Context: an optimization exercise on an open-source flow, tuned for small area. The choices shown serve that exercise and are no tape-out recipe. The RTL was checked by simulation tests, not by an equivalence proof against the original design. Power figures rest on the tool's default switching activity, not on a simulated workload.

`design/flow/config.mk`:
```
export PLATFORM = sky130hd
export DESIGN_NAME = ccsds_rx
export DESIGN_NICKNAME = ccsds_rx
export VERILOG_FILES = /design/flow/design.v
export SDC_FILE = /design/flow/constraint.sdc
export NUM_CORES = 4
export LEC_CHECK = 0
export CAP_MARGIN = 20
export CORE_MARGIN = 2
export CORE_UTILIZATION = 40
export SLEW_MARGIN = 20
```
`design/flow/constraint.sdc`:
```
create_clock -name core_clock -period 6.0 [get_ports {clk}]
set_input_delay 1.2000 -clock core_clock [delete_from_list [all_inputs] [get_ports {clk}]]
set_output_delay 1.2000 -clock core_clock [all_outputs]
set_load 0.01 [all_outputs]
```
`design/flow/design.v`:
```
module ccsds_rx (
    input  wire        clk,
    input  wire        rst,             
    input  wire        in_valid,
    input  wire [7:0]  in_byte,
    input  wire        in_kind,         
    input  wire [8:0]  in_blen,         
    output reg         out_valid,
    output reg  [7:0]  out_byte,
    output reg         out_vc,          
    output reg         done,
    output wire [1:0]  status,          
    output wire        frame_kind,
    output wire [8:0]  frame_len,
    output wire [7:0]  data_len,
    output wire [15:0] ecf,
    output wire        bp_type,
    output wire [6:0]  bp_apid,
    output wire        bp_ecf_flag,
    output wire [3:0]  tf_tfvn,
    output wire [15:0] tf_scid,
    output wire        tf_sdid,
    output wire [5:0]  tf_vcid,
    output wire [3:0]  tf_mapid,
    output wire        tf_end_flag,
    output wire        tf_bypass,
    output wire        tf_command,
    output wire        tf_ocf,
    output wire [2:0]  tf_vc_length,
    output wire [2:0]  tf_constr_rule,
    output wire [4:0]  tf_protocol_id
);
    reg  [1:0]  sync_cnt;       
    reg         in_frame;
    reg         kind;
    reg  [8:0]  q;              
    reg  [8:0]  flen;           
    reg  [8:0]  blen;           
    reg         lenerr;
    reg         miss;           
    reg  [1:0]  ph;             
    reg  [15:0] crc;
    reg  [7:0]  h0, h1, h2, h3; 
    reg  [5:0]  h6;             
    reg  [7:0]  hdf;            
    localparam [1:0] PH_BODY = 2'd0, PH_T2 = 2'd1, PH_AFTER = 2'd2;
    wire acc  = in_valid && in_frame;
    wire p0   = (q == 9'd1);
    wire p1   = (q == 9'd2);
    wire p3   = (q == 9'd4);
    wire p4   = (q == 9'd5);
    wire p5   = (q == 9'd6);
    wire p6   = (q == 9'd7);
    wire early = (q[8:2] == 7'd0) && q[1:0] != 2'd3;    
    wire trunc = h3[0];                       
    wire bp_e  = h3[7];                       
    wire [2:0] v = h6[2:0];
    wire [8:0]  qi   = q + 9'd1;
    wire        t1   = (qi == flen) && !early && ph == PH_BODY;    
    wire        t2   = (ph == PH_T2);                               
    wire        le   = kind && trunc;
    wire        sel_lo = le ? t1 : t2;
    wire [7:0]  d    = (sel_lo ? crc[7:0] : crc[15:8]) ^ in_byte;
    wire [7:0]  t    = {d[7:4], d[3:0] ^ d[7:4]};
    wire [15:0] crc_next = {crc[7:0], 8'h00} ^ {t[3:0], 12'h000} ^ {3'b000, t, 5'b00000} ^ {8'h00, t};
    wire [7:0] b = in_byte;
    wire [3:0] vq = 4'd8 + {1'b0, v};        
    reg last, lerr_now, pay, vc;
    always @(*) begin
        last = 1'b0; lerr_now = 1'b0; pay = 1'b0; vc = 1'b0;
        if (p0 ? !in_kind : !kind) begin
            if (p1) begin
                if (b[6:0] < {4'd0, b[7], !b[7], 1'b0} || b[6:0] == 7'd2)
                    last = 1'b1;
                if (b[6:0] < {4'd0, b[7], !b[7], 1'b0})
                    lerr_now = 1'b1;
            end
            if (t2) last = 1'b1;
            pay = !early && !(bp_e && (t1 || t2));
        end else begin
            if (p0 ? (in_blen == 9'd1) : (q == blen)) last = 1'b1;
            if (p0 && in_blen[8:2] == 7'd0) lerr_now = 1'b1;
            if (p3 && (blen[8:3] == 6'd0 && blen[2:0] != 3'd7)) lerr_now = 1'b1;
            if (p3 && b[0] && blen[8] && blen[7:0] != 8'd0) lerr_now = 1'b1;
            if (p4 && !trunc && b[7:1] != 7'd0) lerr_now = 1'b1;
            if (p5 && !trunc && flen[8] && b != 8'd0) lerr_now = 1'b1;
            if (p6 && !trunc && (flen < 9'd10 + {6'd0, b[2:0]} || flen > blen)) lerr_now = 1'b1;
            if (trunc) begin
                pay = (q[8:3] != 6'd0 || q[2:0] > 3'd5) && ph == PH_BODY && !t1;
            end else if (q[8:3] != 6'd0) begin
                vc  = q[8:4] == 5'd0 && q[3:0] < vq;
                pay = vc || ((q[8:4] != 5'd0 || q[3:0] > vq) && ph == PH_BODY && !t1);
            end
        end
    end
    wire hdr_sh = p0 || p1 || ((p0 ? in_kind : kind) && (q[8:2] == 7'd0 || p3));
    wire df_here = kind && (trunc ? p4 : (q[8:4] == 5'd0 && q[3:0] == vq && q[3]));
    always @(posedge clk) begin
        if (rst) begin
            sync_cnt  <= 2'd0;
            in_frame  <= 1'b0;
            out_valid <= 1'b0;
            done      <= 1'b0;
        end else begin
            out_valid <= acc && pay && !lenerr;
            done      <= acc && last;
            if (in_valid && !in_frame) begin
                if (b == 8'h1D && sync_cnt == 2'd3) begin
                    in_frame <= 1'b1;
                    sync_cnt <= 2'd0;
                end else if ((b == 8'hCF && sync_cnt == 2'd1) || (b == 8'hFC && sync_cnt == 2'd2))
                    sync_cnt <= sync_cnt + 2'd1;
                else if (b == 8'h1A)
                    sync_cnt <= 2'd1;
                else
                    sync_cnt <= 2'd0;
            end
            if (acc && last)
                in_frame <= 1'b0;
        end
        out_byte <= in_byte;
        out_vc   <= vc;
        if (!in_frame) begin
            q      <= 9'd1;
            lenerr <= 1'b0;
            miss   <= 1'b0;
            ph     <= PH_BODY;
            crc    <= 16'h0000;
        end else if (in_valid) begin
            q <= qi;
            if (p0) begin
                kind <= in_kind;
                blen <= in_blen;
                flen <= in_blen;
            end
            if (hdr_sh) begin
                h3 <= b; h2 <= h3; h1 <= h2; h0 <= h1;
            end
            if (p1 && !kind)
                flen <= {2'b00, b[6:0]};
            if (p4 && kind && !trunc)
                flen[8] <= b[0];
            if (p5 && kind && !trunc)
                flen[7:0] <= b;
            if (p6) h6 <= {b[7:6], b[3:0]};
            if (df_here) hdf <= b;
            if (lerr_now) lenerr <= 1'b1;
            if (ph == PH_BODY && !t1)
                crc <= crc_next;
            if ((t1 || t2) && d != 8'h00)
                miss <= 1'b1;
            if (t1 || (p1 && !kind && b[6:0] == 7'd3))
                ph <= PH_T2;
            if (t2)
                ph <= PH_AFTER;
        end
    end
    wire check = kind || bp_e;
    assign status     = {!lenerr && check && miss, lenerr};
    assign frame_kind = kind;
    assign frame_len  = flen;
    assign ecf        = crc;
    wire [7:0] dsub   = !kind ? {5'd0, bp_e, !bp_e, 1'b0} : trunc ? 8'd7 : 8'd10 + {5'd0, v};
    assign data_len   = flen[7:0] - dsub;
    assign bp_type        = h2[7];
    assign bp_apid        = h2[6:0];
    assign bp_ecf_flag    = h3[7];
    assign tf_tfvn        = h0[7:4];
    assign tf_scid        = {h0[3:0], h1, h2[7:4]};
    assign tf_sdid        = h2[3];
    assign tf_vcid        = {h2[2:0], h3[7:5]};
    assign tf_mapid       = h3[4:1];
    assign tf_end_flag    = h3[0];
    assign tf_bypass      = h6[5];
    assign tf_command     = h6[4];
    assign tf_ocf         = h6[3];
    assign tf_vc_length   = h6[2:0];
    assign tf_constr_rule = hdf[7:5];
    assign tf_protocol_id = hdf[4:0];
endmodule
```
`design/flow/flow/run.sh`:
```
#!/bin/bash
# Standard layout, with the port buffers made of the smallest buffer cell.
set -euo pipefail
bash standard.sh BUFFER_PORTS_ARGS="-buffer_cell sky130_fd_sc_hd__buf_1" finish > flow.log 2>&1
```
`design/flow/standard.sh`:
```
#!/bin/bash
# synth_recipe.tcl (not shown) runs the flow's synth.tcl, then flattens the netlist and writes it again
# the make line also repeats each setting of config.mk as NAME=value (left out here)
make -C /OpenROAD-flow-scripts/flow DESIGN_CONFIG=/design/flow/config.mk WORK_HOME=/design/flow/orfs CLKGATE_MAP_FILE= SYNTH_SCRIPT=/design/flow/synth_recipe.tcl "${@:-finish}"
```
==> results of run 1 <==
-- layout by cell type (no fill, tap or decap), types with 10 or more instances in the layout --
cell type	instances
nand2_1	51
edfxtp_1	65
inv_1	32
nand4_1	14
xnor2_1	22
nand3_1	23
a211oi_1	14
o21a_1	10
nor2_1	44
xor2_1	16
buf_1	122
a21oi_1	26
o21ai_0	25
ha_1	32
dfxtp_1	43
nor3_1	23
-- worst register-to-register path, cell delays in order (launching register included) --
cell and delay [ps]:
dfxtp_1 550, inv_1 160, ha_1 350, xnor2_1 170
o311ai_0 140, a31o_1 220, or4_4 580, o211a_1 270
or4_1 470, a2111oi_0 400, and4bb_2 280, o41ai_1 70
-- metal layers --
| metal | global-route usage, % | vias up | wire length (µm) | share of wire (%) |
|---|---|---|---|---|
| met5 | 0 | - | 0 | 0 |
| met4 | 8.66 | 0 | 509 | 2.9 |
| met3 | 3.98 | 43 | 1210 | 7.0 |
| met2 | 34.0 | 245 | 7900 | 45 |
| met1 | 29.2 | 2543 | 7760 | 45 |
| li1 | - | 2479 | - | - |
-- cell families (layout without fill, tap and decap cells) --
group / count (synthesis) / in the layout / synth area share [%]
AO/OA/AOI/OAI: 142 / 142 / 16.3
XOR/XNOR: 40 / 40 / 6.21
adder cells (fa/ha/maj): 33 / 33 / 6.91
buffers and inverters: 69 / 176 / 5.14
flip-flops: 108 / 108 / 46.3
multiplexers: 9 / 9 / 1.63
AND/OR/NAND/NOR: 211 / 211 / 17.6
-- stage by stage --
stage          hold WS (ps)  area (µm²)  power, µW  std cells  setup WS [ps]
2_1_floorplan           411        6080        839        612           1930
3_3_place_gp            431        6640        870        891           1970
3_5_place_dp            435        6640        871        891           1880
4_1_cts                 453        6960       1510        907           1480
5_1_grt                 467        6960       1540        907           1320
6_report                453        6960       1500        907           1500
-- power by group --
group	internal [µW]	total [µW]	switching, µW
clock	339	642	303
combinational	24.0	70.9	46.9
sequential	784	784	0.619
-- worst min-delay path by stage --
stage / from / cells past startpoint / end
2_1_floorplan: miss$_SDFFE_PN0P_ / 2 / miss$_SDFFE_PN0P_
3_3_place_gp: h3[5]$_DFFE_PP_ / 0 / h2[5]$_DFFE_PP_
3_5_place_dp: h3[2]$_DFFE_PP_ / 0 / h2[2]$_DFFE_PP_
4_1_cts: h1[0]$_DFFE_PP_ / 0 / h0[0]$_DFFE_PP_
5_1_grt: h1[0]$_DFFE_PP_ / 0 / h0[0]$_DFFE_PP_
6_report: h1[0]$_DFFE_PP_ / 0 / h0[0]$_DFFE_PP_
-- flip-flops by register name (all words and copies together), names as in the netlist, 6 cells and up --
| signal | count |
|---|---|
| blen | 9 |
| out_byte | 8 |
| hdf | 8 |
| flen | 9 |
| h0 | 8 |
| h2 | 8 |
| crc | 16 |
| h1 | 8 |
| q | 9 |
| h6 | 6 |
| h3 | 8 |
-- final cells by class --
cell class | instances | area, µm²
Clock buffer | 9 | 225
Inverter | 32 | 120
Multi-Input combinational cell | 435 | 2970
Clock inverter | 7 | 97.6
Fill cell | 1451 | 8070
Timing Repair Buffer | 128 | 503
Tap cell | 188 | 235
Sequential cell | 108 | 2810
==> results.txt, run 1 <==
outcome finished clean; wirelength, routed 17400 µm; WS Path Type reg2out; # diodes 0; CTS sink count 108; CP bufs+invs 2; boundary pin count 123; Max Fclk 222 MHz; Wirelength per Cell 19.2 µm; Hold Crit Class reg2reg; Synth area leaders edfxtp_1, dfxtp_1, ha_1, xnor2_1, nand2_1; area grow syn2layout 14.4%; max incr delay on CP 730 ps; clock root buffer clkbuf_16; commonest cells in the netlist edfxtp_1, nand2_1, nor2_1; Core ar. 15000 µm²; worst reg2reg path endpoint miss$_SDFFE_PN0P_; Die X 127 µm; Max Cap Viol 0; Pre-antenna DRT Iters 5; CP Cell Sequence nor2b_1 > inv_1 > o22ai_1 > ha_1 > a21o_1 > a21o_1 > a21o_1 > a21o_1 > nor3_1 > xor2_1 > buf_1; DRC errors left 0; GP Congestion 0.912; worst-path maximum fanout 19; Worst VDD drop 140 µV; CTS tree done; share of layout cells above drive strength 1 5.56%; initial drt markers 449; Util after Layout 46.3%; total CTS buffers 9; startpoint types flop; post-synth top area cell edfxtp_1; Synth Register Bits 108; synthesized cell area 6080 µm²; Total Neg Setup Slack 0 ps; final hold violations 0; crit path from kind$_DFFE_PP_; count leader, synth edfxtp_1; hold_buf cts 0; Tcrit/Tclk final 75.0%; reg2reg setup slack 2180 ps; antenna violations before repair 0; leakage power 0.00244 µW; Die Y 127 µm; reg-to-reg startpoint q[0]$_SDFFE_PN1P_; Setup crit end data_len[7]; Max Root-Sink Buffers 2; WP data required 4800 ps; Setup-failing EPs final 0; synth warn 1; Tightest Pin Transition 966 ps; vias in the first global route 5109; Slew Viols, Final 0; clock latency (worst-skew pair) 360 ps; average size of a mapped cell 9.94 µm²; Post-CTS Setup Bufs 0; Routed Antenna Nets 0; first-pass GRT wire length 27200 µm; crit path DAT 3300 ps; Seq/Total Area, Yosys 46.3%; HPWL Detailed 12700 µm; Post-synth ARST share 0%; stages on the worst setup path 11; initial core utilization 40.4%; Critical Path End Type output port; R2R cell count 11; syn nets 666; Final min period 4500 ps; die area 16200 µm²; CP max stage cell edfxtp_1; cell mode on critical path a21o_1; Top FF cell, synth edfxtp_1; Netlist cell types 63; Post-synth EDFFs 65; Std-Cell Rows 45; CP top delay family compound AO/OA/AOI/OAI gates; top cell type's share of synthesized area 32.1%; RSZ-0062 raised after global routing false; GR Overflow Total 0; Layout Nets 768; H-tree depth 3; CTS clk-pin slew, worst paths 70 ps; PD cells 215 nW/µm²; All-Layer GR Usage 21.5%; Worst slew margin 35.5%; vias 5310; largest net degree at the start of global routing 33; Setup Skew 10.9 ps; Synth Instances 612; PortBufs 122; Avg Vias per Cell 5.85; post-CTS sizing 0
==> inputs of run 2 (changes only) <==
==> design/flow/run.sh (new file) <==
#!/bin/bash
# synth_recipe.tcl (not shown) runs the flow's synth.tcl, then flattens the netlist and writes it again
# the make line also repeats each setting of config.mk as NAME=value (left out here)
make -C /OpenROAD-flow-scripts/flow DESIGN_CONFIG=/design/flow/config.mk WORK_HOME=/design/flow/orfs CLKGATE_MAP_FILE= SYNTH_SCRIPT=/design/flow/synth_recipe.tcl finish
removed: design/flow/flow/run.sh
removed: design/flow/standard.sh
==> run 2 against run 1 <==
Still clean on timing, DRC and antenna. Synthesized cell count unchanged. Critical path depth unchanged. Die area unchanged. Largest cell class unchanged. Largest power group unchanged. Highest routed layer unchanged.
==> results.txt, run 2 <==
final hold violations 0; Setup Skew 10.9 ps; initial drt markers 441; Synth area leaders edfxtp_1, dfxtp_1, ha_1, xnor2_1, nand2_1; Tightest Pin Transition 947 ps; Core ar. 15000 µm²; initial core utilization 40.4%; HPWL Detailed 13000 µm; vias in the first global route 5121; Slew Viols, Final 0; share of layout cells above drive strength 1 5.29%; Netlist cell types 63; Max Fclk 202 MHz; cell mode on critical path a21o_1; Routed Antenna Nets 0; commonest cells in the netlist edfxtp_1, nand2_1, nor2_1; leakage power 0.00274 µW; DP Area 7390 µm²; Tcrit/Tclk final 82.5%; most common cell after layout, fill and taps aside clkdlybuf4s50_1; post-CTS sizing 0; CP bufs+invs 2; antenna violations before repair 0; hold_buf cts 0; startpoint types flop; Top FF cell, synth edfxtp_1; GP Congestion 0.929; Avg Vias per Cell 5.83; post-synth top area cell edfxtp_1; crit path DAT 3750 ps; Total Neg Setup Slack 0 ps; Wirelength per Cell 19.6 µm; boundary pin count 123; clock latency (worst-skew pair) 360 ps; average size of a mapped cell 9.94 µm²; CTS sink count 108; die area 16200 µm²; Max Cap Viol 0; synthesized cell area 6080 µm²; clock root buffer clkbuf_16; area grow syn2layout 26.3%; most frequent cells in the layout clkdlybuf4s50_1, edfxtp_1, nand2_1; Critical Path End Type output port; DRC errors left 0; largest net degree at the start of global routing 33; PD cells 189 nW/µm²; Synth Instances 612; outcome finished clean; CP top delay family compound AO/OA/AOI/OAI gates; post-layout instance area 7680 µm²; max reg flops 16; Die X 127 µm; top cell type's share of synthesized area 32.1%; Std-Cell Rows 45; # diodes 0; Post-CTS Setup Bufs 0; WS Path Type reg2out; GR Overflow Total 0; Max Root-Sink Buffers 2; Post-synth ARST share 0%; Post-synth EDFFs 65; CTS tree done; syn nets 666; Seq/Total Area, Yosys 46.3%; Die Y 127 µm; count leader, synth edfxtp_1; Layout Nets 767; RSZ-0062 raised after global routing false; vias 5282; synth warn 1; wirelength, routed 17800 µm; Pre-antenna DRT Iters 6; Hold Crit Class reg2reg; CP Cell Sequence nor2b_1 > inv_1 > o22ai_1 > ha_1 > a21o_1 > a21o_1 > a21o_1 > a21o_1 > nor3_1 > xor2_1 > clkdlybuf4s50_1; Final min period 4950 ps; CP max stage cell edfxtp_1; PortBufs 122; WP data required 4800 ps; H-tree depth 3; All-Layer GR Usage 22.2%; Worst slew margin 36.8%; worst-path maximum fanout 19; Worst Hold Margin 451 ps; Setup-failing EPs final 0; CTS clk-pin slew, worst paths 80 ps; first-pass GRT wire length 28000 µm; max incr delay on CP 760 ps; Worst VDD drop 121 µV; Synth Register Bits 108; total CTS buffers 9; Biggest register crc
-- run 2: path summary, 6_finish.rpt --
check | startpoint | depth (start not counted) | slack, ps | to
worst min register to register | h3[2]$_DFFE_PP_ | 0 | 450 | h2[2]$_DFFE_PP_
worst max-delay path | kind$_DFFE_PP_ | 11 | 1050 | data_len[7]
worst max register to register | q[0]$_SDFFE_PN1P_ | 11 | 2090 | miss$_SDFFE_PN0P_
worst min-delay path | h3[2]$_DFFE_PP_ | 0 | 450 | h2[2]$_DFFE_PP_
-- run 2: stage by stage --
step / setup WS (ps) / cells / power (µW) / utilization, %
final: 1050 / 906 / 1450 / 51.1
after global routing: 843 / 906 / 1500 / 51.1
after CTS: 1020 / 906 / 1460 / 51.1
after detailed placement: 1440 / 890 / 883 / 49.2
after global placement: 1530 / 890 / 882 / 49.2
after floorplan: 1930 / 612 / 839 / -
-- run 2: cell type report --
| cell class | instances | area, µm² |
|---|---|---|
| Tap cell | 188 | 235 |
| Inverter | 32 | 120 |
| Clock buffer | 10 | 229 |
| Sequential cell | 108 | 2810 |
| Timing Repair Buffer | 127 | 1260 |
| Multi-Input combinational cell | 435 | 2970 |
| Clock inverter | 6 | 58.8 |
| Fill cell | 1341 | 7350 |
-- run 2: per-layer routing --
layer / vias to the layer above / global-route usage [%] / wire length [µm] / share of wire (%)
li1: 2466 / - / - / -
met1: 2546 / 31.1 / 8130 / 46
met2: 249 / 34.9 / 8130 / 46
met3: 21 / 4.27 / 1280 / 7.2
met4: 0 / 6.53 / 258 / 1.4
met5: - / 0 / 0 / 0
-- run 2: logic make-up after synthesis --
| family | share of synthesized area, % |
|---|---|
| adders and majority gates | 6.91 |
| DFF | 46.3 |
| and+or+nand+nor | 17.6 |
| muxes | 1.63 |
| buffers and inverters | 5.14 |
| AOI/OAI and AO/OA | 16.3 |
| xor gates and xnor gates | 6.21 |
-- run 2: power breakdown --
group	internal [µW]	switching, µW
sequential	784	0.759
clock	291	292
combinational	35.9	45.9
==> inputs of run 3 (changes only) <==
==> design/flow/flow/run.sh (new file) <==
#!/bin/bash
# Standard layout with three changes: synthesis maps adders with the rest of the
# logic through an area-oriented ABC script (flow/abc.script), and the port
# buffers are made of the smallest buffer cell.
set -euo pipefail
W=$(pwd)
rm -rf "$W/scripts_abc"
cp -r "$FLOW_HOME/scripts" "$W/scripts_abc"
cp "$W/flow/abc.script" "$W/scripts_abc/abc_speed.script"
bash standard.sh SCRIPTS_DIR="$W/scripts_abc" ADDER_MAP_FILE= synth > synth.log 2>&1
bash standard.sh BUFFER_PORTS_ARGS="-buffer_cell sky130_fd_sc_hd__buf_1" finish > layout.log 2>&1
==> design/flow/flow/abc.script (new file) <==
strash
dch
map -a
topo
==> design/flow/standard.sh (new file) <==
#!/bin/bash
# synth_recipe.tcl (not shown) runs the flow's synth.tcl, then flattens the netlist and writes it again
# the make line also repeats each setting of config.mk as NAME=value (left out here)
make -C /OpenROAD-flow-scripts/flow DESIGN_CONFIG=/design/flow/config.mk WORK_HOME=/design/flow/orfs CLKGATE_MAP_FILE= SYNTH_SCRIPT=/design/flow/synth_recipe.tcl "${@:-finish}"
removed: design/flow/run.sh
==> run 3 against run 2 <==
First-iteration DRC count fell by 33%. Still clean. Cell count fell by 7.2%. Die area fell by 17%. Worst hold slack got worse by 0.64 ps. Critical endpoint is now crc[5]$_SDFFE_PN0P_. Largest power group unchanged. Largest cell class is now flip-flops and latches.
==> results.txt, run 3 <==
outcome finished clean; leakage power 0.00200 µW; Worst slew margin 29.0%; average size of a mapped cell 9.30 µm²; Synth Instances 541; clock latency (worst-skew pair) 350 ps; Die X 116 µm; Cell Int Power 1090 µW; DRC errors left 0; Max Fclk 195 MHz; WS Path Type reg2reg; syn nets 562; Max Root-Sink Buffers 2; Hold Path Depth 0; Slew Viols, Final 0; Setup-failing EPs final 0; worst reg2reg path endpoint crc[5]$_SDFFE_PN0P_; Tightest Pin Transition 1060 ps; combinational share of power 4.1%; final hold violations 0; Synth Register Bits 108; Worst VDD drop 113 µV; initial core utilization 41.4%; Max Cap Viol 0; first-pass GRT wire length 20900 µm; reg2reg setup slack 870 ps; Pre-antenna DRT Iters 5; Post-Synth Simple-Gate Area 15.7%; Post-synth ARST share 0%; Hold Crit Endpoint h2[3]$_DFFE_PP_; HPWL Detailed 10200 µm; main combinational cell family by area after synthesis simple AND/OR/NAND/NOR gates; clock root buffer clkbuf_16; fillers 1192; Final min period 5130 ps; Netlist cell types 31; # diodes 0; startpoint types flop; GP Congestion 0.909; Layout Nets 689; CTS tree done; Post-synth EDFFs 65; Std-Cell Rows 40; switching share of power 22.7%; PD cells 236 nW/µm²; GR Overflow Total 0; CTS sink count 108; antenna violations before repair 0; Routed Antenna Nets 0; Synth Area in XOR/XNOR 6.44%; Synth area leaders edfxtp_1, dfxtp_1, clkinv_1, nor2_1, xor2_1; Synth Area in Adders 0%; Worst Hold Margin 451 ps; vias 4363; Avg Vias per Cell 5.19; area grow syn2layout 18.8%; crit path DAT 5370 ps; boundary pin count 123; mux contribution to synthesized area 0.820%; sequential share of power 55.6%; Tcrit/Tclk final 85.5%; share of layout cells above drive strength 1 4.46%; most common cell after layout, fill and taps aside buf_1; CTS clk-pin slew, worst paths 70 ps; WP data required 6240 ps; H-tree depth 3; max reg flops 16; post-CTS sizing 0; worst-path maximum fanout 12; most frequent cells in the layout buf_1, clkinv_1, nor2_1; reg-to-reg startpoint q[0]$_SDFFE_PN1P_; All-Layer GR Usage 20.2%; hold_buf cts 0; Critical Path End Type flop; crit path from q[0]$_SDFFE_PN1P_; synth warn 1; Hold Crit Class reg2reg; Seq/Total Area, Yosys 55.9%; RSZ-0062 raised after global routing false; R2R cell count 21; total CTS buffers 9; Wirelength per Cell 16.0 µm; die area 13500 µm²; synthesized cell area 5030 µm²; Core ar. 12200 µm²; largest net degree at the start of global routing 33; top cell type's share of synthesized area 38.8%; Top FF cell, synth edfxtp_1; Setup Skew 8.15 ps; initial drt markers 296; Util after Layout 49.2%; Biggest register crc; PortBufs 122; Clock power frac 40.3%; Synth Area in Compound Gates 14.2%; post-synth top area cell edfxtp_1; wirelength, routed 13500 µm; Die Y 116 µm; commonest cells in the netlist clkinv_1, nor2_1, edfxtp_1; worst hold path startpoint h3[3]$_DFFE_PP_; vias in the first global route 3993; Post-CTS Setup Bufs 0; Psw 321 µW; Total Neg Setup Slack 0 ps
run 3: worst max-delay path by stage:
| stage | to | slack, ps |
|---|---|---|
| after floorplan | crc[5]$_SDFFE_PN0P_ | 1780 |
| after global placement | crc[5]$_SDFFE_PN0P_ | 1260 |
| after detailed placement | crc[5]$_SDFFE_PN0P_ | 1010 |
| after CTS | crc[5]$_SDFFE_PN0P_ | 950 |
| after global routing | crc[5]$_SDFFE_PN0P_ | 370 |
| final | crc[5]$_SDFFE_PN0P_ | 870 |
run 3: final cells by class:
class / count / area [µm²] / area share [%]
clock buffers: 10 / 229 / 3.83
clock inverters: 6 / 53.8 / 0.900
inverters: 73 / 274 / 4.58
multi-input cells: 350 / 1890 / 31.6
flip-flops and latches: 108 / 2810 / 47.0
well taps: 168 / 210 / 3.52
repair buffers: 126 / 508 / 8.50
run 3: layer usage:
| metal | vias to the layer above | routed length, µm | global-route usage, % |
|---|---|---|---|
| met3 | 22 | 843 | 2.91 |
| met1 | 2038 | 6200 | 28.7 |
| met2 | 165 | 6230 | 32.5 |
| met4 | 0 | 204 | 6.03 |
| met5 | - | 0 | 0 |
| li1 | 2138 | - | - |
run 3: power by group through the flow:
stage	sequential, µW	combinational (µW)	clock [µW]
finish	784	58.2	568
global route	784	64.6	606
CTS	784	58.3	581
detailed placement	801	58.0	0
global placement	801	57.0	0
floorplan	803	27.9	0
run 3: critical path, stage by stage, from the launching register on:
cell and delay [ps]:
dfxtp_1 460, clkinv_1 210, nor2_1 180, clkinv_1 160
nor2_1 170, clkinv_1 100, nor2_1 150, clkinv_1 100
nor2_1 210, clkinv_1 130, nor2_1 180, nand3_1 140
xor2_1 190, xor2_1 150, nand4_1 170, nor3_1 100
a21oi_1 820, mux2_2 430, xor2_1 320, xor2_1 290
a21oi_1 110, o221a_2 250
run 3: cells by family (layout without fill, tap and decap cells):
| logic type | after synthesis | after routing |
|---|---|---|
| compound gates | 125 | 125 |
| xor+xnor | 37 | 37 |
| buf+inv | 83 | 215 |
| flops | 108 | 108 |
| mux | 4 | 4 |
| simple gates | 184 | 184 |
run 3: through the flow:
stage,setup slack (ps),power (µW),cell area (µm²),instances
3_3_place_gp,1260,858,5660,824
3_5_place_dp,1010,859,5660,824
4_1_cts,951,1420,5950,840
2_1_floorplan,1780,831,5030,541
6_report,872,1410,5980,841
5_1_grt,369,1450,5980,841
==> inputs of run 4 (changes only) <==
--- a/design/flow/design.v
+++ b/design/flow/design.v
@@ -32,3 +32,2 @@
 );
-    reg  [1:0]  sync_cnt;       
     reg         in_frame;
@@ -67,2 +66,6 @@
     wire [3:0] vq = 4'd8 + {1'b0, v};        
+    wire [2:0] vx     = p6 ? b[2:0] : v;
+    wire [8:0] dsub   = !kind ? {6'd0, bp_e, !bp_e, 1'b0} : trunc ? 9'd7 : 9'd10 + {6'd0, vx};
+    wire [9:0] dl     = {1'b0, flen} - {1'b0, dsub};
+    wire       dl_borrow = dl[9];
     reg last, lerr_now, pay, vc;
@@ -86,3 +89,3 @@
             if (p5 && !trunc && flen[8] && b != 8'd0) lerr_now = 1'b1;
-            if (p6 && !trunc && (flen < 9'd10 + {6'd0, b[2:0]} || flen > blen)) lerr_now = 1'b1;
+            if (p6 && !trunc && (dl_borrow || flen > blen)) lerr_now = 1'b1;
             if (trunc) begin
@@ -99,3 +102,3 @@
         if (rst) begin
-            sync_cnt  <= 2'd0;
+            ph        <= 2'd0;
             in_frame  <= 1'b0;
@@ -107,14 +110,22 @@
             if (in_valid && !in_frame) begin
-                if (b == 8'h1D && sync_cnt == 2'd3) begin
+                if (b == 8'h1D && ph == 2'd3) begin
                     in_frame <= 1'b1;
-                    sync_cnt <= 2'd0;
-                end else if ((b == 8'hCF && sync_cnt == 2'd1) || (b == 8'hFC && sync_cnt == 2'd2))
-                    sync_cnt <= sync_cnt + 2'd1;
+                    ph       <= PH_BODY;
+                end else if ((b == 8'hCF && ph == 2'd1) || (b == 8'hFC && ph == 2'd2))
+                    ph <= ph + 2'd1;
                 else if (b == 8'h1A)
-                    sync_cnt <= 2'd1;
+                    ph <= 2'd1;
                 else
-                    sync_cnt <= 2'd0;
+                    ph <= 2'd0;
             end
-            if (acc && last)
-                in_frame <= 1'b0;
+            if (acc) begin
+                if (t1 || (p1 && !kind && b[6:0] == 7'd3))
+                    ph <= PH_T2;
+                if (t2)
+                    ph <= PH_AFTER;
+                if (last) begin
+                    in_frame <= 1'b0;
+                    ph       <= 2'd0;
+                end
+            end
         end
@@ -126,3 +137,2 @@
             miss   <= 1'b0;
-            ph     <= PH_BODY;
             crc    <= 16'h0000;
@@ -151,6 +161,2 @@
                 miss <= 1'b1;
-            if (t1 || (p1 && !kind && b[6:0] == 7'd3))
-                ph <= PH_T2;
-            if (t2)
-                ph <= PH_AFTER;
         end
@@ -162,4 +168,3 @@
     assign ecf        = crc;
-    wire [7:0] dsub   = !kind ? {5'd0, bp_e, !bp_e, 1'b0} : trunc ? 8'd7 : 8'd10 + {5'd0, v};
-    assign data_len   = flen[7:0] - dsub;
+    assign data_len   = dl[7:0];
     assign bp_type        = h2[7];
==> design/flow/flow/abc.script (replaced) <==
strash
&get -n
&deepsyn -T 30
&dch -f
&nf -R 1000
&put
topo
--- a/design/flow/config.mk
+++ b/design/flow/config.mk
@@ -10,2 +10,3 @@
 export CORE_UTILIZATION = 40
+export CTS_BUF_LIST = sky130_fd_sc_hd__clkbuf_8
 export SLEW_MARGIN = 20
==> run 4 against run 3 <==
First-iteration DRC count rose by 29%. Clock power shrank 16%. Worst hold slack better by 6.8 ps. Combinational power fell by 18%. Via count down 7.7%. Power decreased by 8.1%. Wire length decreased by 1.6%. Sequential power down 2%. Count of clock-buffer cells in the layout is 1 lower. Global-route usage increased by 0.55 points. Utilization shrank 1.7 points.
==> results.txt, run 4 <==
outcome finished clean; Util after Layout 47.4%; Setup Skew 11.9 ps; Post-synth EDFFs 65; post-synth top area cell edfxtp_1; Worst slew margin 46.5%; commonest cells in the netlist nand2_1, edfxtp_1, nor2_1; Critical Path End Type output port; fillers 1178; PortBufs 122; count leader, synth nand2_1; most common cell after layout, fill and taps aside buf_1; Std-Cell Rows 40; # diodes 0; Post-synth ARST share 0%; worst-path maximum fanout 8; DRC errors left 0; clock root buffer clkbuf_8; most frequent cells in the layout buf_1, nand2_1, edfxtp_1; initial drt markers 383; Seq/Total Area, Yosys 57.5%; WS Path Type reg2out; Synth Register Bits 106; total CTS buffers 9; Layout Nets 610; average size of a mapped cell 10.5 µm²; HPWL Detailed 9700 µm; leakage power 0.00193 µW; Tightest Pin Transition 802 ps; Post-CTS Setup Bufs 0; Setup-failing EPs final 0; Wirelength per Cell 17.9 µm; Max Cap Viol 0; hold_buf cts 0; syn nets 482; PD cells 229 nW/µm²; CP top delay family simple AND/OR/NAND/NOR gates; Die Y 114 µm; final hold violations 0; Hold Crit Class reg2reg; CTS clk-pin slew, worst paths 110 ps; vias in the first global route 3784; share of layout cells above drive strength 1 3.70%; vias 4029; die area 13000 µm²; max reg flops 16; All-Layer GR Usage 20.8%; largest net degree at the start of global routing 33; antenna violations before repair 0; synthesized cell area 4820 µm²; Max Fclk 184 MHz; Total Neg Setup Slack 0 ps; max incr delay on CP 450 ps; WP data required 4800 ps; CP bufs+invs 1; Final min period 5430 ps; clock latency (worst-skew pair) 390 ps; Biggest register crc; wirelength, routed 13300 µm; Pre-antenna DRT Iters 6; CP max stage cell maj3_1; Max Root-Sink Buffers 2; Top FF cell, synth edfxtp_1; GR Overflow Total 0; CTS sink count 106; top cell type's share of synthesized area 40.5%; Slew Viols, Final 0; GP Congestion 0.937; Synth Instances 461; crit path DAT 4230 ps; post-CTS sizing 0; synth warn 1; Core ar. 11900 µm²; Synth area leaders edfxtp_1, dfxtp_1, nand2_1, xnor2_1, o21ai_0; startpoint types flop; boundary pin count 123; area grow syn2layout 17.1%; CP Cell Sequence nor3_1 > nand2_1 > nor2_1 > nand2_1 > o21ai_0 > nand2_1 > or2_0 > a21oi_1 > o21ai_0 > maj3_1 > nor2_1 > o21ai_0 > maj3_1 > nor3_1 > xor2_1 > buf_1; Tcrit/Tclk final 90.5%; Die X 114 µm; Netlist cell types 49; first-pass GRT wire length 20500 µm; Worst VDD drop 133 µV; Avg Vias per Cell 5.44; CTS tree done; RSZ-0062 raised after global routing false; reg2reg setup slack 1500 ps; Routed Antenna Nets 0; initial core utilization 40.5%; H-tree depth 3
## run 4: cell count changes in the layout (fill, tap and decap cells not counted), moves of 8 or more
cell | before | now
a21oi_1 | 46 | 19
xor2_1 | 31 | 18
clkinv_1 | 73 | 21
clkbuf_8 | 0 | 9
clkbuf_16 | 9 | 0
nand2_1 | 58 | 66
xnor2_1 | 6 | 19
o21ai_0 | 47 | 32
nor2_1 | 73 | 42
## run 4: kinds of logic (layout without fill, tap and decap cells)
| family | after synthesis | after routing | share of synthesized area, % |
|---|---|---|---|
| compound gates | 95 | 95 | 12.6 |
| xor+xnor | 37 | 37 | 6.72 |
| fa+ha+maj | 5 | 5 | 1.04 |
| buf+inv | 31 | 164 | 3.19 |
| flops | 106 | 106 | 57.5 |
| mux | 7 | 7 | 1.45 |
| simple gates | 180 | 180 | 17.5 |
## run 4: final cells by class
| cell class | count | area, µm² | share of cell area, % |
|---|---|---|---|
| clock buffers | 9 | 124 | 2.19 |
| clock inverters | 7 | 91.3 | 1.62 |
| inverters | 21 | 78.8 | 1.40 |
| multi-input cells | 324 | 1900 | 33.7 |
| flip-flops and latches | 106 | 2770 | 49.1 |
| well taps | 147 | 184 | 3.26 |
| repair buffers | 127 | 495 | 8.77 |
## run 4: power by group
part	internal (µW)	switching [µW]
registers	771	1.43
logic	15.1	32.6
clock network	204	272
total	990	306
## run 4: path summary, 6_finish.rpt
check,from,end,cells after the start
min,h1[4]$_DFFE_PP_,h0[4]$_DFFE_PP_,0
min reg2reg,h1[4]$_DFFE_PP_,h0[4]$_DFFE_PP_,0
max,q[7]$_SDFFE_PN0P_,data_len[7],16
max reg2reg,q[7]$_SDFFE_PN0P_,lenerr$_SDFFE_PN0P_,18
## run 4: stage by stage
| stage | hold WS (ps) | std cells | setup slack [ps] | area, µm² | power, µW |
|---|---|---|---|---|---|
| after floorplan | 409 | 461 | 1350 | 4820 | 809 |
| after detailed placement | 433 | 725 | 768 | 5430 | 837 |
| after global placement | 427 | 725 | 841 | 5430 | 836 |
| after global routing | 473 | 741 | 74.5 | 5650 | 1350 |
| after CTS | 459 | 741 | 574 | 5650 | 1310 |
| final | 457 | 741 | 570 | 5650 | 1300 |
## run 4: routing by layer
layer,track usage [%],vias up,share of wire (%)
li1,-,1933,-
met3,4.99,15,6.7
met1,28.5,1910,46
met2,33.0,171,46
met5,0,-,0
met4,6.10,0,1.4
## run 4: worst register-to-register path: stages (launching register included)
cell      delay [ps]
dfxtp_1          400
nor3_1           270
nand2_1          140
nor2_1           240
nand2_1          230
o21ai_0          200
nand2_1           90
or2_0            270
a21oi_1          190
o21ai_0          150
maj3_1           410
nor2_1           100
o21ai_0          130
maj3_1           450
nor3_1           240
or3b_1           390
a311oi_1         260
or4b_1           170
a22o_1           130
==> inputs of run 5 (changes only) <==
==> design/flow/flow/run.sh (replaced) <==
#!/bin/bash
# Standard layout with these changes: synthesis maps adders with the rest of the
# logic through an area-oriented ABC script (flow/abc.script); the port buffers
# are made of the smallest buffer cell; the clock tree uses clkbuf_8 and no
# dummy loads.
set -euo pipefail
W=$(pwd)
rm -rf "$W/scripts_abc"
cp -r "$FLOW_HOME/scripts" "$W/scripts_abc"
cp "$W/flow/abc.script" "$W/scripts_abc/abc_speed.script"
bash standard.sh SCRIPTS_DIR="$W/scripts_abc" ADDER_MAP_FILE= synth > synth.log 2>&1
bash standard.sh BUFFER_PORTS_ARGS="-buffer_cell sky130_fd_sc_hd__buf_1" \
    CTS_ARGS="-sink_clustering_enable -repair_clock_nets -buf_list sky130_fd_sc_hd__clkbuf_16 -sink_clustering_size 30 -dont_use_dummy_load" \
    finish > layout.log 2>&1
==> design/flow/flow/abc.script (replaced) <==
strash
&get -n
&deepsyn -J 100
&dch -f
&nf -R 1000
&put
topo
--- a/design/flow/config.mk
+++ b/design/flow/config.mk
@@ -10,3 +10,2 @@
 export CORE_UTILIZATION = 40
-export CTS_BUF_LIST = sky130_fd_sc_hd__clkbuf_8
 export SLEW_MARGIN = 20
==> run 5 against run 4 <==
Still clean. Sequential power is essentially flat. Clock power grew 4.2%. Cell area grew 0.80%.
==> results.txt, run 5 <==
outcome finished clean; clock root buffer clkbuf_16; Pwr Total 1320 µW; Tcrit/Tclk final 92.5%; Worst VDD drop 133 µV; Post-synth EDFFs 65; Max Root-Sink Buffers 2; DRC errors left 0; total CTS buffers 9; Routed Antenna Nets 0; Std-Cell Rows 40; Post-synth ARST share 0%; Netlist cell types 49; Setup Skew 21.4 ps; combinational share of power 3.8%; Layout Nets 594; Max Fclk 180 MHz; sequential share of power 58.6%; wirelength, routed 12800 µm; Pre-antenna DRT Iters 4; Seq/Total Area, Yosys 57.4%; top cell type's share of synthesized area 40.4%; switching share of power 20.2%; post-synth top area cell edfxtp_1; Psw 266 µW; Worst slew margin 39.0%; antenna violations before repair 0; Synth Instances 443; Core ar. 11900 µm²; startpoint types flop; share of layout cells above drive strength 1 3.50%; GP Congestion 0.903; syn nets 464; Avg Vias per Cell 5.55; die area 13000 µm²; WP data required 4800 ps; synthesized cell area 4830 µm²; GR Overflow Total 0; CTS clk-pin slew, worst paths 80 ps; average size of a mapped cell 10.9 µm²; Tightest Pin Transition 913 ps; Clock power frac 37.6%; CTS tree done; commonest cells in the netlist edfxtp_1, dfxtp_1, nand2_1; initial drt markers 288; count leader, synth edfxtp_1; Util after Layout 47.8%; HPWL Detailed 9480 µm; RSZ-0062 raised after global routing false; All-Layer GR Usage 19.6%; Synth Area in Adders 0.621%; vias in the first global route 3666; vias 3988; Wirelength per Cell 17.8 µm; Setup-failing EPs final 0; Worst Hold Margin 438 ps; Max Cap Viol 0; synth warn 1; main combinational cell family by area after synthesis simple AND/OR/NAND/NOR gates; most common cell after layout, fill and taps aside buf_1; Synth Area in Compound Gates 13.9%; post-layout instance area 5690 µm²; clock latency (worst-skew pair) 350 ps; initial core utilization 40.6%; Final min period 5550 ps; Die Y 114 µm; Top FF cell, synth edfxtp_1; Biggest register crc; DP Area 5460 µm²; # diodes 0; WS Path Type reg2out; mux contribution to synthesized area 2.90%; Critical Path End Type output port; boundary pin count 123; Synth Area in XOR/XNOR 7.25%; worst-path maximum fanout 12; Synth Register Bits 106; Total Neg Setup Slack 0 ps; final hold violations 0; PD cells 232 nW/µm²; max reg flops 16; crit path DAT 4350 ps; CTS sink count 106; PortBufs 122; area grow syn2layout 17.8%; Die X 114 µm; Synth area leaders edfxtp_1, dfxtp_1, xnor2_1, o21ai_0, nand2_1; most frequent cells in the layout buf_1, edfxtp_1, dfxtp_1; Cell Int Power 1050 µW; leakage power 0.00192 µW; H-tree depth 3; Hold Crit Class reg2reg; largest net degree at the start of global routing 33; Slew Viols, Final 0; Post-Synth Simple-Gate Area 15.0%; first-pass GRT wire length 19500 µm
## run 5: cell types whose count changed after synthesis, sizes merged, moves of 5 or more
cell / change
mux2: +8
nor2b: +9
xor2: -5
xnor2: +8
and3: +5
nand2: -27
a21oi: +5
nor2: -13
nor4: -5
## run 5: stage by stage
step	setup WS, ps	cells
4_1_cts	209	718
3_3_place_gp	689	709
6_report	448	718
2_1_floorplan	1220	443
5_1_grt	81.6	718
3_5_place_dp	571	709
## run 5: critical path, cell delays in order, from the launching register on
cell and delay, ps:
dfxtp_1 560, and3_1 390, and2_1 270, nand2_1 100, and2_0 180, o21ai_0 130
o21ai_0 140, xnor2_1 260, nor2_1 70, o21bai_1 190, maj3_1 410, xnor2_1 170
nand2b_1 90, nand2_1 80, nand2_1 80, o21ai_0 180, or3_1 410, xnor2_1 150
buf_1 160
## run 5: worst paths after layout
path,from,endpoint,slack (ps),cells past startpoint
setup / recovery,q[0]$_SDFFE_PN1P_,data_len[7],450,18
setup reg to reg,q[0]$_SDFFE_PN1P_,lenerr$_SDFFE_PN0P_,1200,20
hold / removal,h3[3]$_DFFE_PP_,h2[3]$_DFFE_PP_,440,0
hold reg to reg,h3[3]$_DFFE_PP_,h2[3]$_DFFE_PP_,440,0
## run 5: what timing repair did
item | CTS | global route
setup buffers | 0 | 0
hold buffers | 0 | 0
setup endpoints to repair | 0 | 2
hold endpoints to repair | 0 | 0
gates resized for setup | 0 | 3
## run 5: final cells by class
type                    count  area (µm²)
fillers                  1149        6220
flip-flops and latches    106        2770
multi-input cells         309        1930
repair buffers            129         510
clock buffers               9         225
well taps                 147         184
inverters                  18        67.6
## run 5: power by group through the flow
stage          combinational, µW  clock [µW]  sequential, µW
4_1_cts                     49.8         509             773
3_5_place_dp                49.6           0             789
6_report                    49.9         496             773
2_1_floorplan               19.3           0             791
5_1_grt                     54.4         532             773
3_3_place_gp                49.1           0             789
## run 5: cells by family (layout without fill, tap and decap cells)
kind of cell | after synthesis | after routing
fa+ha+maj | 3 | 3
flops | 106 | 106
simple gates | 146 | 146
buf+inv | 28 | 156
xor+xnor | 40 | 40
compound gates | 107 | 107
mux | 13 | 13
## run 5: routing by layer
layer	vias to the layer above	GRT usage (%)	routed length (µm)
met5	-	0	0
met4	0	7.89	299
met3	20	4.14	756
met2	163	31.0	5930
met1	1917	26.5	5830
li1	1888	-	-
==> inputs of run 6 (changes only) <==
--- a/design/flow/flow/run.sh
+++ b/design/flow/flow/run.sh
@@ -12,3 +12,3 @@
 bash standard.sh BUFFER_PORTS_ARGS="-buffer_cell sky130_fd_sc_hd__buf_1" \
-    CTS_ARGS="-sink_clustering_enable -repair_clock_nets -buf_list sky130_fd_sc_hd__clkbuf_16 -sink_clustering_size 30 -dont_use_dummy_load" \
+    CTS_ARGS="-sink_clustering_enable -repair_clock_nets -buf_list sky130_fd_sc_hd__clkbuf_8 -dont_use_dummy_load" \
     finish > layout.log 2>&1
==> run 6 against run 5 <==
Utilization decreased by 0.85 points. First-iteration DRC count down 1.0%. Flip-flop and latch count unchanged. Fmax fell by 0.17%. Power decreased by 11%. Global-route usage barely moved. Wire length is 0.28% lower. Clock skew up 13 ps. Critical endpoint unchanged. Largest power group unchanged. Highest routed layer unchanged.
==> results.txt, run 6 <==
Tcrit/Tclk final 92.7%; Seq/Total Area, Yosys 57.4%; worst-path maximum fanout 12; Setup Skew 34.0 ps; mux contribution to synthesized area 2.90%; Biggest register crc; All-Layer GR Usage 19.6%; post-layout instance area 5590 µm²; Std-Cell Rows 40; total CTS buffers 9; outcome finished clean; CTS tree done; max reg flops 16; vias 3969; Synth area leaders edfxtp_1, dfxtp_1, xnor2_1, o21ai_0, nand2_1; syn nets 464; Critical Path End Type output port; switching share of power 21.2%; Avg Vias per Cell 5.53; Synth Area in Compound Gates 13.9%; average size of a mapped cell 10.9 µm²; register area 2770 µm²; DP Worst Slack 571 ps; initial drt markers 285; post-route setup slack 439 ps; Layout Nets 594; CP top delay family simple AND/OR/NAND/NOR gates; Top FF cell, synth edfxtp_1; RSZ-0062 raised after global routing false; Max Cap Viol 0; Post-Synth Simple-Gate Area 15.0%; Post-synth EDFFs 65; clock latency (worst-skew pair) 370 ps; GR Overflow Total 0; Post-synth ARST share 0%; Clock power frac 29.8%; Worst Hold Margin 436 ps; count leader, synth edfxtp_1; antenna violations before repair 0; DRC errors left 0; PortBufs 122; boundary pin count 123; fillers 1159; most common cell after layout, fill and taps aside buf_1; Die Y 114 µm; # diodes 0; H-tree depth 3; hold_buf cts 0; top cell type's share of synthesized area 40.4%; CP bufs+invs 1; Worst VDD drop 117 µV; Final min period 5560 ps; combinational share of power 4.2%; WS Path Type reg2out; Hold Crit Class reg2reg; clock root buffer clkbuf_8; Post-CTS Setup Bufs 0; die area 13000 µm²; CP max stage cell dfxtp_1; CTS sink count 106; HPWL Detailed 9480 µm; Max Fclk 180 MHz; Top Metal Used met4; metal2 WL 5970 µm; largest net degree at the start of global routing 33; Core ar. 11900 µm²; post-synth top area cell edfxtp_1; synth warn 1; Psw 248 µW; PD cells 209 nW/µm²; Synth Register Bits 106; leakage power 0.00187 µW; Cell Int Power 923 µW; Pwr Total 1170 µW; GP Congestion 0.903; CTS clk-pin slew, worst paths 110 ps; Setup-failing EPs final 0; Die X 114 µm; Met1 Routed Length 5750 µm; crit path DAT 4360 ps; Worst slew margin 39.3%; startpoint types flop; initial core utilization 40.6%; Total Neg Setup Slack 0 ps; vias in the first global route 3647; Synth Area in Adders 0.621%; Synth Instances 443; Slew Viols, Final 0; max incr delay on CP 550 ps; Synth Area in XOR/XNOR 7.25%; Wirelength per Cell 17.8 µm; DP Area 5460 µm²; Netlist cell types 49; commonest cells in the netlist edfxtp_1, dfxtp_1, nand2_1; met3 WL 758 µm; synthesized cell area 4830 µm²; Multi-input gate area 1930 µm²; CP Cell Sequence and3_1 > and2_1 > nand2_1 > and2_0 > o21ai_0 > o21ai_0 > xnor2_1 > nor2_1 > o21bai_1 > maj3_1 > xnor2_1 > nand2b_1 > nand2_1 > nand2_1 > o21ai_0 > or3_1 > xnor2_1 > buf_1; reg2reg setup slack 1200 ps; share of layout cells above drive strength 1 3.50%; wirelength, routed 12800 µm; final hold violations 0; first-pass GRT wire length 19400 µm; Max Root-Sink Buffers 2; post-CTS sizing 0; area grow syn2layout 15.7%; WP data required 4800 ps; Pre-antenna DRT Iters 4; Routed Antenna Nets 0; sequential share of power 66.0%; most frequent cells in the layout buf_1, edfxtp_1, dfxtp_1; main combinational cell family by area after synthesis simple AND/OR/NAND/NOR gates; Tightest Pin Transition 909 ps
[run 6: cell counts after synthesis]
No cell type changed its count.
[run 6: metrics by stage]
step | util [%] | instances
after floorplan | - | 443
after global placement | 45.8 | 709
after detailed placement | 45.8 | 709
after CTS | 46.9 | 718
after global routing | 47.0 | 718
final | 47.0 | 718
[run 6: cell type report]
class                           count  share of cell area [%]
Sequential cell                   106                    49.6
Multi-Input combinational cell    309                    34.6
Timing Repair Buffer              129                    9.13
Tap cell                          147                    3.29
Clock buffer                        9                    2.21
Inverter                           18                    1.21
[run 6: worst register-to-register path, cell delays in order (launching register included)]
cell and delay (ps):
dfxtp_1 550, and3_1 380, and2_1 260, nand2_1 100
and2_0 180, o21ai_0 130, o21ai_0 140, xnor2_1 260
nor2_1 70, o21bai_1 190, maj3_1 410, xnor2_1 170
nand2b_1 90, nand2_1 80, nand2_1 90, o21ai_0 180
or3_1 410, o311ai_0 560, and3_1 270, nor3_1 60
o21ai_0 150
[run 6: power groups by stage]
stage	logic (µW)	registers (µW)	clock network (µW)
after detailed placement	49.6	789	0
after global routing	54.4	773	387
after global placement	49.1	789	0
after CTS	49.7	773	362
final	49.6	773	349
after floorplan	19.3	791	0
[run 6: final timing paths]
path / startpoint / to / cells after the start
hold reg to reg: h3[3]$_DFFE_PP_ / h2[3]$_DFFE_PP_ / 0
setup reg to reg: q[0]$_SDFFE_PN1P_ / lenerr$_SDFFE_PN0P_ / 20
hold / removal: h3[3]$_DFFE_PP_ / h2[3]$_DFFE_PP_ / 0
setup / recovery: q[0]$_SDFFE_PN1P_ / data_len[7] / 18
[run 6: per-layer routing]
metal,up-vias,track usage (%)
met4,0,7.48
met2,167,31.1
met3,23,4.09
li1,1887,-
met1,1892,26.6
met5,-,0
[run 6: cells by family after synthesis]
kind of cell               Yosys count
xor gates and xnor gates            40
DFF                                106
muxes                               13
adders and majority gates            3
AOI/OAI and AO/OA                  107
and+or+nand+nor                    146
buffers and inverters               28
==> inputs of run 7 (changes only) <==
--- a/design/flow/config.mk
+++ b/design/flow/config.mk
@@ -9,3 +9,3 @@
 export CORE_MARGIN = 2
-export CORE_UTILIZATION = 40
+export CORE_UTILIZATION = 60
 export SLEW_MARGIN = 20
==> run 7 against run 6 <==
Still clean on timing, DRC and antenna. Synthesized cell count is the same. Flip-flop and latch count is the same. Die area shrank 32%. Via count grew 0.81%. Register-to-register slack gained 200 ps. Setup slack gained 31 ps. Wire length shrank 5.0%. Global-route usage grew 8.9 points. Largest cell class unchanged.
==> results.txt, run 7 <==
outcome finished clean; WS Path Type reg2out; post-layout instance area 5530 µm²; reg-to-reg startpoint q[7]$_SDFFE_PN0P_; main combinational cell family by area after synthesis simple AND/OR/NAND/NOR gates; clock latency (worst-skew pair) 370 ps; syn nets 464; Die Y 93.7 µm; crit path DAT 4330 ps; PD cells 210 nW/µm²; reg2reg setup slack 1400 ps; post-route setup slack 469 ps; Hold Crit Class reg2reg; Core ar. 7770 µm²; Worst VDD drop 120 µV; most common cell after layout, fill and taps aside buf_1; first-pass GRT wire length 19100 µm; Wirelength per Cell 18.1 µm; share of layout cells above drive strength 1 4.04%; Final min period 5530 ps; Tightest Pin Transition 882 ps; H-tree depth 3; Hold Crit Endpoint h2[4]$_DFFE_PP_; Die X 93.7 µm; vias 4001; total CTS buffers 9; Synth Area in XOR/XNOR 7.25%; worst-path maximum fanout 8; Post-CTS Setup Bufs 0; Pre-antenna DRT Iters 4; HPWL Detailed 9160 µm; Max Cap Viol 0; Post-synth EDFFs 65; wirelength, routed 12100 µm; most frequent cells in the layout buf_1, edfxtp_1, nand2_1, dfxtp_1, o21ai_0; DP Area 5400 µm²; synthesized cell area 4830 µm²; top cell type's share of synthesized area 40.4%; Seq/Total Area, Yosys 57.4%; Top FF cell, synth edfxtp_1; worst hold path startpoint h3[4]$_DFFE_PP_; GP Congestion 0.919; leakage power 0.00187 µW; Std-Cell Rows 32; clock root buffer clkbuf_8; CTS clk-pin slew, worst paths 110 ps; largest net degree at the start of global routing 33; DRC errors left 0; R2R cell count 22; Synth Instances 443; Tcrit/Tclk final 92.2%; All-Layer GR Usage 28.5%; Synth Register Bits 106; Synth Area in Adders 0.621%; Worst Hold Margin 436 ps; antenna violations before repair 0; Hold Path Depth 0; worst reg2reg path endpoint lenerr$_SDFFE_PN0P_; PortBufs 122; # diodes 0; final hold violations 0; die area 8790 µm²; Post-Synth Simple-Gate Area 15.0%; average size of a mapped cell 10.9 µm²; DP Worst Slack 610 ps; area grow syn2layout 14.5%; count leader, synth edfxtp_1; WP data required 4800 ps; Util after Layout 71.2%; Synth area leaders edfxtp_1, dfxtp_1, xnor2_1, o21ai_0, nand2_1; GR Overflow Total 0; Worst slew margin 39.5%; CTS sink count 106; Netlist cell types 49; max reg flops 16; Total Neg Setup Slack 0 ps; Layout Nets 593; initial drt markers 272; commonest cells in the netlist edfxtp_1, dfxtp_1, nand2_1; CTS tree done; RSZ-0062 raised after global routing false; Slew Viols, Final 0; mux contribution to synthesized area 2.90%; Synth Area in Compound Gates 13.9%; Max Fclk 181 MHz; Setup-failing EPs final 0; Critical Path End Type output port; Biggest register crc; Setup Skew 43.0 ps; initial core utilization 62.2%; boundary pin count 123; Post-synth ARST share 0%; synth warn 1; Avg Vias per Cell 5.95; vias in the first global route 3722; Routed Antenna Nets 0; Max Root-Sink Buffers 2; post-synth top area cell edfxtp_1; startpoint types flop
[run 7: cell counts after synthesis]
No cell type changed its count.
[run 7: layout make-up]
cell class | count | area (µm²)
clock buffer | 9 | 124
fill | 629 | 2230
inverter | 18 | 67.6
multi-input combinational | 309 | 1940
sequential | 106 | 2780
tap | 102 | 128
timing repair buffer | 128 | 503
[run 7: stage by stage]
step / power (µW) / std cells
final: 1160 / 672
after global routing: 1200 / 672
after CTS: 1170 / 672
after detailed placement: 837 / 663
after global placement: 837 / 663
after floorplan: 810 / 443
[run 7: cells by family after synthesis]
kind of cell | after synthesis
adder cells (fa/ha/maj) | 3
flip-flops | 106
AO/OA/AOI/OAI | 107
AND/OR/NAND/NOR | 146
XOR/XNOR | 40
buffers and inverters | 28
multiplexers | 13
[run 7: routing by layer]
metal / track usage [%] / part of all wire [%]
met1: 40.1 / 44
met2: 44.4 / 46
met3: 5.46 / 7.9
met4: 10.3 / 1.6
met5: 0 / 0
[run 7: worst max-delay path by stage]
| stage | slack [ps] | endpoint | startpoint |
|---|---|---|---|
| final | 470 | data_len[7] | q[7]$_SDFFE_PN0P_ |
| after global routing | 20 | data_len[7] | q[7]$_SDFFE_PN0P_ |
| after CTS | 250 | data_len[7] | q[7]$_SDFFE_PN0P_ |
| after detailed placement | 610 | data_len[7] | in_byte[1] |
| after global placement | 700 | data_len[7] | in_byte[1] |
| after floorplan | 1220 | data_len[7] | in_byte[1] |
[run 7: worst max-delay path, cell delays in order (launching register included)]
cell and delay, ps:
dfxtp_1 400, nor3_2 220, nand2_1 120, nor2_2 210
and2_2 250, nand2_1 80, and2_0 180, o21ai_0 130
o21ai_0 150, xnor2_1 250, nor2_1 70, o21bai_1 180
maj3_1 400, xnor2_1 170, nand2b_1 100, nand2_1 80
nand2_1 80, o21ai_0 180, or3_1 410, xnor2_1 160
buf_1 170
[run 7: where the power goes]
part	switching [µW]	internal, µW
Combinational	32.3	16.4
Sequential	1.63	771
Clock	207	135
[run 7: timing repair]
action | CTS | global route
hold buffers | 0 | 0
setup endpoints to repair | 0 | 2
resized for setup | 0 | 7
==> inputs of run 8 (changes only) <==
==> design/flow/flow/abc.script (replaced) <==
strash
&get -n
&deepsyn -T 30
&dch -f
&nf -R 1000
&put
topo
--- a/design/flow/config.mk
+++ b/design/flow/config.mk
@@ -9,3 +9,3 @@
 export CORE_MARGIN = 2
-export CORE_UTILIZATION = 60
+export CORE_UTILIZATION = 40
 export SLEW_MARGIN = 20
==> run 8 against run 7 <==
Still clean. Setup slack improved by 100 ps. Register-to-register slack improved by 60 ps. Flip-flop and latch count unchanged. Wire length increased by 8.8%. Worst hold slack improved by 17 ps. Critical endpoint unchanged. Largest cell class unchanged. Highest routed layer unchanged.
==> results.txt, run 8 <==
dpl cells 725; Setup-failing EPs final 0; syn nets 482; Post-synth EDFFs 65; wirelength, routed 13200 µm; Setup Skew 32.9 ps; Biggest register crc; Netlist cell types 49; top cell type's share of synthesized area 40.5%; first-pass GRT wire length 20400 µm; Slew Viols, Final 0; Core ar. 11900 µm²; GP Congestion 0.937; clock latency (worst-skew pair) 390 ps; total CTS buffers 9; Synth Register Bits 106; Worst VDD drop 112 µV; Worst slew margin 46.9%; startpoint types flop; cell mode on critical path o21ai_0; Synth Instances 461; CP bufs+invs 2; vias in the first global route 3788; Std-Cell Rows 40; CP max stage cell dfxtp_1; Avg Vias per Cell 5.47; Top FF cell, synth edfxtp_1; leakage power 0.00189 µW; Critical Path End Type output port; synth warn 1; count leader, synth nand2_1; WS Path Type reg2out; area grow syn2layout 15.2%; post-synth top area cell edfxtp_1; Post-synth ARST share 0%; Max Root-Sink Buffers 2; die area 13000 µm²; Max Cap Viol 0; Synth area leaders edfxtp_1, dfxtp_1, nand2_1, xnor2_1, o21ai_0; DRC errors left 0; max reg flops 16; # diodes 0; initial core utilization 40.5%; worst-path maximum fanout 10; CP top delay family simple AND/OR/NAND/NOR gates; Routed Antenna Nets 0; Wirelength per Cell 18.0 µm; CTS sink count 106; RSZ-0062 raised after global routing false; Hold Crit Class reg2reg; synthesized cell area 4820 µm²; outcome finished clean; WP data required 4800 ps; vias 4013; hold_buf cts 0; post-route setup slack 569 ps; CP Cell Sequence clkinv_1 > nor2_1 > nand2_1 > o21ai_0 > nand2_1 > or2_0 > a21oi_1 > o21ai_0 > maj3_1 > nor2_1 > o21ai_0 > maj3_1 > nor3_1 > xor2_1 > buf_1; PD cells 211 nW/µm²; DP Worst Slack 768 ps; All-Layer GR Usage 20.7%; max incr delay on CP 540 ps; Worst Hold Margin 453 ps; boundary pin count 123; clock root buffer clkbuf_8; PortBufs 122; antenna violations before repair 0; share of layout cells above drive strength 1 2.56%; Layout Nets 610; GR Overflow Total 0; Final min period 5430 ps; Seq/Total Area, Yosys 57.5%; Non-Filler Instances 734; average size of a mapped cell 10.5 µm²; HPWL Detailed 9700 µm; largest net degree at the start of global routing 33; Die Y 114 µm; crit path DAT 4230 ps; Total Neg Setup Slack 0 ps; initial drt markers 402; most frequent cells in the layout buf_1, nand2_1, edfxtp_1; Max Fclk 184 MHz; CTS clk-pin slew, worst paths 90 ps; Pre-antenna DRT Iters 5; Tightest Pin Transition 796 ps; CTS tree done; most common cell after layout, fill and taps aside buf_1; post-CTS sizing 0; Tcrit/Tclk final 90.5%; final hold violations 0; Post-CTS Setup Bufs 0; commonest cells in the netlist nand2_1, edfxtp_1, nor2_1; H-tree depth 3; Die X 114 µm
-- run 8: cell count changes after synthesis, moves of 8 or more --
cell,before,now
nand2_1,39,66
nor2b_1,15,6
mux2_1,8,0
nor2_1,29,42
xnor2_1,27,19
-- run 8: report_power, final --
group / internal, µW / switching (µW) / leakage [µW]
logic: 15.1 / 32.8 / 0.000910
clock network: 135 / 219 / 0.0000647
registers: 771 / 1.42 / 0.000917
total: 921 / 253 / 0.00189
-- run 8: layout make-up --
cell class / instances / area (µm²)
well taps: 147 / 184
flip-flops and latches: 106 / 2770
fillers: 1181 / 6350
repair buffers: 127 / 495
inverters: 21 / 78.8
multi-input cells: 324 / 1900
clock buffers: 9 / 124
-- run 8: metrics by stage --
step / utilization, % / total power (µW) / area, µm²
6_report: 46.7 / 1170 / 5560
5_1_grt: 46.7 / 1220 / 5560
4_1_cts: 46.7 / 1180 / 5560
3_5_place_dp: 45.6 / 837 / 5430
3_3_place_gp: 45.6 / 836 / 5430
2_1_floorplan: - / 809 / 4820
-- run 8: final timing paths --
check                    start             endpoint  slack, ps  cells past startpoint
max reg2reg  q[2]$_SDFFE_PN0P_  lenerr$_SDFFE_PN0P_       1460                     17
min            h1[4]$_DFFE_PP_      h0[4]$_DFFE_PP_        450                      0
min reg2reg    h1[4]$_DFFE_PP_      h0[4]$_DFFE_PP_        450                      0
max          q[2]$_SDFFE_PN0P_          data_len[7]        570                     15
-- run 8: kinds of logic (layout without fill, tap and decap cells) --
| logic type | count (synthesis) | count (layout) | share of synthesized area [%] |
|---|---|---|---|
| fa+ha+maj | 5 | 5 | 1.04 |
| buf+inv | 31 | 157 | 3.19 |
| xor+xnor | 37 | 37 | 6.72 |
| mux | 7 | 7 | 1.45 |
| simple gates | 180 | 180 | 17.5 |
| flops | 106 | 106 | 57.5 |
| compound gates | 95 | 95 | 12.6 |
-- run 8: worst register-to-register path: stages, from the launching register on --
cell and delay (ps):
dfxtp_1 540, clkinv_1 340, nor2_1 230, nand2_1 200, o21ai_0 200, nand2_1 90, or2_0 270, a21oi_1 200
o21ai_0 150, maj3_1 410, nor2_1 100, o21ai_0 130, maj3_1 450, nor3_1 240, or3b_1 400, a311oi_1 260
or4b_1 180, a22o_1 130
-- run 8: metal layers --
| metal | part of all wire, % | vias up | track usage (%) | routed length [µm] |
|---|---|---|---|---|
| li1 | - | 1926 | - | - |
| met1 | 46 | 1913 | 28.3 | 6140 |
| met2 | 45 | 153 | 32.9 | 5990 |
| met3 | 6.6 | 21 | 5.05 | 869 |
| met4 | 1.6 | 0 | 6.18 | 205 |
| met5 | 0 | - | 0 | 0 |

## separate check: timing with driven ports
The flow's constraints put no driver on any port. The routed layouts listed below were extracted and timed again, unchanged, in two steps.
Step 1 (the two cells are an assumption about what drives the block):
set clk [get_ports {clk}]
set_driving_cell -lib_cell sky130_fd_sc_hd__clkbuf_16 $clk
set_driving_cell -lib_cell sky130_fd_sc_hd__buf_2 [delete_from_list [all_inputs] $clk]
Step 2 times the ports against the registers' clock, not the clock port: input delays grow and output delays shrink by t, the midpoint of the rising clock arrivals with the driver on.
Slacks: ideal ports / drivers / drivers and shift; pairs: ideal ports / drivers.
run	t (ns)	setup slack, ns	worst hold slack (ns)	worst register clock-pin slew, ns
run 1	0.397	1.499 / 1.458 / 1.855	0.453 / 0.453 / 0.453	0.08 / 0.08
run 2	0.394	1.050 / 1.011 / 1.405	0.451 / 0.451 / 0.451	0.08 / 0.08
run 3	0.381	0.872 / 0.872 / 0.872	0.451 / 0.451 / 0.451	0.08 / 0.08
run 4	0.423	0.570 / 0.535 / 0.735	0.457 / 0.457 / 0.457	0.11 / 0.11
run 5	0.379	0.448 / 0.408 / 0.556	0.438 / 0.438 / 0.438	0.08 / 0.08
run 6	0.393	0.439 / 0.403 / 0.568	0.436 / 0.436 / 0.436	0.11 / 0.11
run 7	0.382	0.469 / 0.436 / 0.540	0.436 / 0.436 / 0.436	0.11 / 0.11
run 8	0.412	0.569 / 0.534 / 0.732	0.453 / 0.453 / 0.453	0.11 / 0.11
After both steps every run listed still meets setup and hold.
